From an optimization exercise on the open Yosys and OpenROAD flow, aimed at small area and a short achievable clock period; shortcuts taken in it are not production practice.
Where RTL was checked, it was by simulation tests only, not by an equivalence proof against the original.
Power is estimated from default activity; no workload was simulated.

job 540:
==> flow/design.v (excerpt) <==
module fp32_add (
    input  wire        clk,
    input  wire        rst,         
    input  wire        in_valid,
    input  wire [31:0] a,
    input  wire [31:0] b,
    output reg         out_valid,
    output reg  [31:0] y
);
For scale: roughly 100 I/O pins, about 13000 um^2 of cells after synthesis.
Settings: LEC_CHECK=0, CAP_MARGIN=20, CORE_MARGIN=2, CORE_UTILIZATION=40, SLEW_MARGIN=20; clock period 17.0 ns.
standard.sh (not shown) runs the stock make flow with config.mk's settings and CLKGATE_MAP_FILE= SYNTH_SCRIPT=/design/flow/synth_recipe.tcl, a recipe that flattens the netlist after the stock synthesis.
==> flow/flow/run.sh <==
#!/bin/bash
# The standard ORFS layout (standard.sh, unchanged synthesis), with extra
# make settings from flow/knobs.txt (one VAR=value per line):
#  - BUFFER_PORTS_ARGS: the cell used for the input/output port buffers;
#  - CTS_ARGS: clock tree buffers and clustering.
# Each step's full output goes to its own log file in this folder.
set -euo pipefail
{
  echo '#!/bin/bash'
  echo 'mapfile -t EXTRA < <(grep -v "^#" flow/knobs.txt | grep .)'
  tail -n +2 standard.sh | sed 's|"\${@:-finish}"|"${EXTRA[@]}" "${@:-finish}"|'
} > standard_knobs.sh
grep -q 'EXTRA\[@\]' standard_knobs.sh
cp standard_knobs.sh standard_knobs.sh.log
for step in synth floorplan place cts route finish; do
  bash standard_knobs.sh $step > $step.log 2>&1
done
test -f out/final.def
==> flow/flow/knobs.txt <==
SETUP_SLACK_MARGIN=12.6
BUFFER_PORTS_ARGS=-buffer_cell sky130_fd_sc_hd__buf_1
CTS_ARGS=-sink_clustering_enable -repair_clock_nets -dont_use_dummy_load -buf_list sky130_fd_sc_hd__clkbuf_8 -root_buf sky130_fd_sc_hd__clkbuf_16 -tree_buf sky130_fd_sc_hd__clkbuf_16 -sink_clustering_buffer sky130_fd_sc_hd__clkbuf_8 -sink_clustering_size 17 -sink_clustering_max_diameter 58
PLACE_DENSITY=0.7
Job 540 finished end to end and its layout was clean on timing, DRC and antenna.
Changes in job 4912 relative to job 540:
--- a/flow/flow/knobs.txt
+++ b/flow/flow/knobs.txt
@@ -1 +1 @@
-SETUP_SLACK_MARGIN=12.6
+SETUP_SLACK_MARGIN=12.65
@@ -4,0 +5 @@
+GPL_ROUTABILITY_DRIVEN=0
### Flow results
Lower switching power share of the total goes to job 4912 over job 540. Taking job 540 as the reference, in job 4912 final core utilization comparable; layout clock buffer count rose by 4.8%; portion of total power attributed to combinational logic higher. [compare] base=job 540 new=job 4912: overall power consumption climbed 1.3%, power attributed to the clock group climbed about 2%. On final count of hold timing violations, job 540 and job 4912 are neck and neck. Between job 540 and job 4912, the minimum setup slack in the final design does not differ in any meaningful way.
Input-level comparison between job 4091 and job 4912:
==> flow/flow/knobs.txt <==
SETUP_SLACK_MARGIN=12.7
BUFFER_PORTS_ARGS=-buffer_cell sky130_fd_sc_hd__buf_1
CTS_ARGS=-sink_clustering_enable -repair_clock_nets -dont_use_dummy_load -buf_list sky130_fd_sc_hd__clkbuf_8 -sink_clustering_size 14 -sink_clustering_max_diameter 45
Results
Compare job 4091 and job 4912 | core utilization lower: job 4912
Taking job 4912 as the reference point, the share of layout cells above drive strength 1 of job 4091 rises by 1.1 points.
From job 4912 to job 4091 the numbers moved as follows: worst-case setup margin in the final layout has decreased; count of non-CTS buffers in the layout has decreased; total routed wirelength saw an increase.
--- input diff job 4091..job 6889 ---
==> flow/flow/knobs.txt <==
SETUP_SLACK_MARGIN=12.65
BUFFER_PORTS_ARGS=-buffer_cell sky130_fd_sc_hd__buf_1
CTS_ARGS=-sink_clustering_enable -repair_clock_nets -dont_use_dummy_load -buf_list sky130_fd_sc_hd__clkbuf_8 -root_buf sky130_fd_sc_hd__clkbuf_16 -tree_buf sky130_fd_sc_hd__clkbuf_16 -sink_clustering_buffer sky130_fd_sc_hd__clkbuf_8 -sink_clustering_size 20 -sink_clustering_max_diameter 70
[summary]
- In the metrics for job 4091 and job 6889, the one carrying the higher setup slack is job 6889.
- | cell area reported after detailed placement | job 6889 vs job 4091 | ≈ equal |
- Job 6889 has switching power as a share of total power above what job 4091 had.
- Of job 6889 and job 4091, it is job 6889 that has the higher highest ir drop seen on vdd.
- Side by side, sequential share of cell area turned out higher in job 6889 than in job 4091.
- Every stage of the flow completed for job 6889, and the final layout passed the timing, DRC and antenna checks.
- Worst hold-check slack, job 4091 and job 6889: higher on job 6889
- Compared with job 4091, in job 6889 final standard cell area without fillers went down; post-route total power now sits lower.
## Diff of input files: job 1890 against job 6889
==> flow/flow/knobs.txt <==
SETUP_SLACK_MARGIN=12.7
BUFFER_PORTS_ARGS=-buffer_cell sky130_fd_sc_hd__buf_1
CTS_ARGS=-sink_clustering_enable -repair_clock_nets -dont_use_dummy_load -buf_list sky130_fd_sc_hd__clkbuf_8 -sink_clustering_size 14 -sink_clustering_max_diameter 45
ABC_AREA=1
==> notes.md <==
Route | job 1890 vs job 6889 | wire longer in job 1890. Job 1890 vs job 6889: per-cell routed wire length down by a few percent. From job 6889 to job 1890 the numbers moved as follows: area of the die now sits higher; final cell count now sits higher; CTS H-tree depth rose 1. Diff job 1890 and job 6889: area added between synthesis and finish lower in job 6889. In job 1890, the post-place instance area came out 250 um^2 above the value in job 6889.
[inputs] job 7503 vs job 1890
==> flow/flow/knobs.txt <==
SETUP_SLACK_MARGIN=12.65
BUFFER_PORTS_ARGS=-buffer_cell sky130_fd_sc_hd__buf_1
CTS_ARGS=-sink_clustering_enable -repair_clock_nets -dont_use_dummy_load -buf_list sky130_fd_sc_hd__clkbuf_8 -root_buf sky130_fd_sc_hd__clkbuf_16 -tree_buf sky130_fd_sc_hd__clkbuf_16 -sink_clustering_buffer sky130_fd_sc_hd__clkbuf_8 -sink_clustering_size 14 -sink_clustering_max_diameter 45
From job 1890 to job 7503 the numbers moved as follows: tapcell count decreased by 40 relative to the old numbers; detailed-route wire length decreased by 14% relative to the old numbers; sequential cell area fraction in the yosys report increased by 0.90 points relative to the old numbers.
The most frequent standard cell in the layout excluding fill and tap cells comes out sky130_fd_sc_hd__dfxtp_1 in one run and sky130_fd_sc_hd__nand2_1 in the other, namely in job 7503 and job 1890 respectively.
When job 7503 is measured against job 1890, its sequential share of layout area turns out 1.6 points higher.
Against job 1890, job 7503 reports a die area that is lower.
Measured against job 1890, the first-iteration DRC count of job 7503 comes out at 0.74 times the reference value.

========
== run a ==
fp32_add, a different RTL version from the one above (not shown whole).
Size in the first run: ~1,500 cells after synthesis, about 100 I/O pins.
export LEC_CHECK = 0
export CAP_MARGIN = 20
export CORE_MARGIN = 2
export CORE_UTILIZATION = 40
export SLEW_MARGIN = 20
create_clock -name core_clock -period 17.0 [get_ports {clk}]
==> flow/flow/run.sh <==
#!/bin/bash
# Standard ORFS layout, with timing repair aiming for extra setup slack so the
# optimizer works on the real critical paths (the clock and SDC are unchanged).
set -euo pipefail
MARGIN=$(cat flow/margin.txt)
sed "s/\"\${@:-finish}\"/SETUP_SLACK_MARGIN=${MARGIN} \"\${@:-finish}\"/" standard.sh > standard_margin.sh
grep -q "SETUP_SLACK_MARGIN=${MARGIN}" standard_margin.sh
bash standard_margin.sh synth > synth.log 2>&1
bash standard_margin.sh finish > layout.log 2>&1
test -f out/final.def
==> flow/flow/margin.txt <==
12.4
Run a went all the way through synthesis, placement and routing and the layout is clean on timing, DRC and antenna.
Input changes introduced in run b (baseline for comparison: run a):
==> flow/run.sh (new file) <==
#!/bin/bash
# synth_recipe.tcl (not shown) runs the flow's synth.tcl, then flattens the netlist and writes it again
# the make line also repeats each setting of config.mk as NAME=value (left out here)
make -C /OpenROAD-flow-scripts/flow DESIGN_CONFIG=/design/flow/config.mk WORK_HOME=/design/flow/orfs CLKGATE_MAP_FILE= SYNTH_SCRIPT=/design/flow/synth_recipe.tcl finish
removed: flow/flow/run.sh
removed: flow/flow/margin.txt
removed: flow/standard.sh
[summary]
- In run b relative to run a, cell count had gone down slightly.
- Re register-to-register setup slack: run a was higher than run b.
- The final reports for run b and run a show endpoint arrival time on the critical path higher in the former.
Function was not checked in any run of this note: the RTL went through the layout flow alone.

## separate check: timing with driven ports
How much do the figures lean on ideal ports? The routed layouts below were timed once more, with nothing changed but the port constraints.
Step 1, drivers: a clkbuf_16 drives clk and a buf_2 each remaining input, both assumed.
Step 2, shift: input delay + t, output delay - t, t = (earliest + latest rising clock arrival at the registers) / 2. This alone moves slack from input paths to output paths.
Slacks: no drivers / after step 1 / after step 2; pairs: no drivers / after step 1.
run | shift t [ns] | setup slack, ns | hold WS [ns] | worst setup path after step 2 | pins driven straight from the clock port
job 540 | 0.530 | 12.666 / 12.614 / 12.753 | 0.333 / 0.333 / 0.333 | register to register | 1
job 4912 | 0.522 | 12.665 / 12.615 / 12.773 | 0.335 / 0.335 / 0.335 | register to register | 1
job 4091 | 0.614 | 12.580 / 12.531 / 12.867 | 0.330 / 0.330 / 0.330 | register to register | 1
job 6889 | 0.519 | 12.652 / 12.596 / 12.768 | 0.334 / 0.334 / 0.334 | register to register | 1
job 1890 | 0.559 | 12.639 / 12.594 / 13.027 | 0.337 / 0.337 / 0.337 | register to register | 1
job 7503 | 0.543 | 12.653 / 12.597 / 12.702 | 0.324 / 0.324 / 0.324 | register to register | 1
run a | 0.589 | 12.477 / 12.425 / 12.604 | 0.340 / 0.340 / 0.340 | register to register | 1
run b | 0.587 | 11.792 / 11.792 / 11.792 | 0.340 / 0.340 / 0.340 | register to register | 1
After both steps every run listed still meets setup and hold.
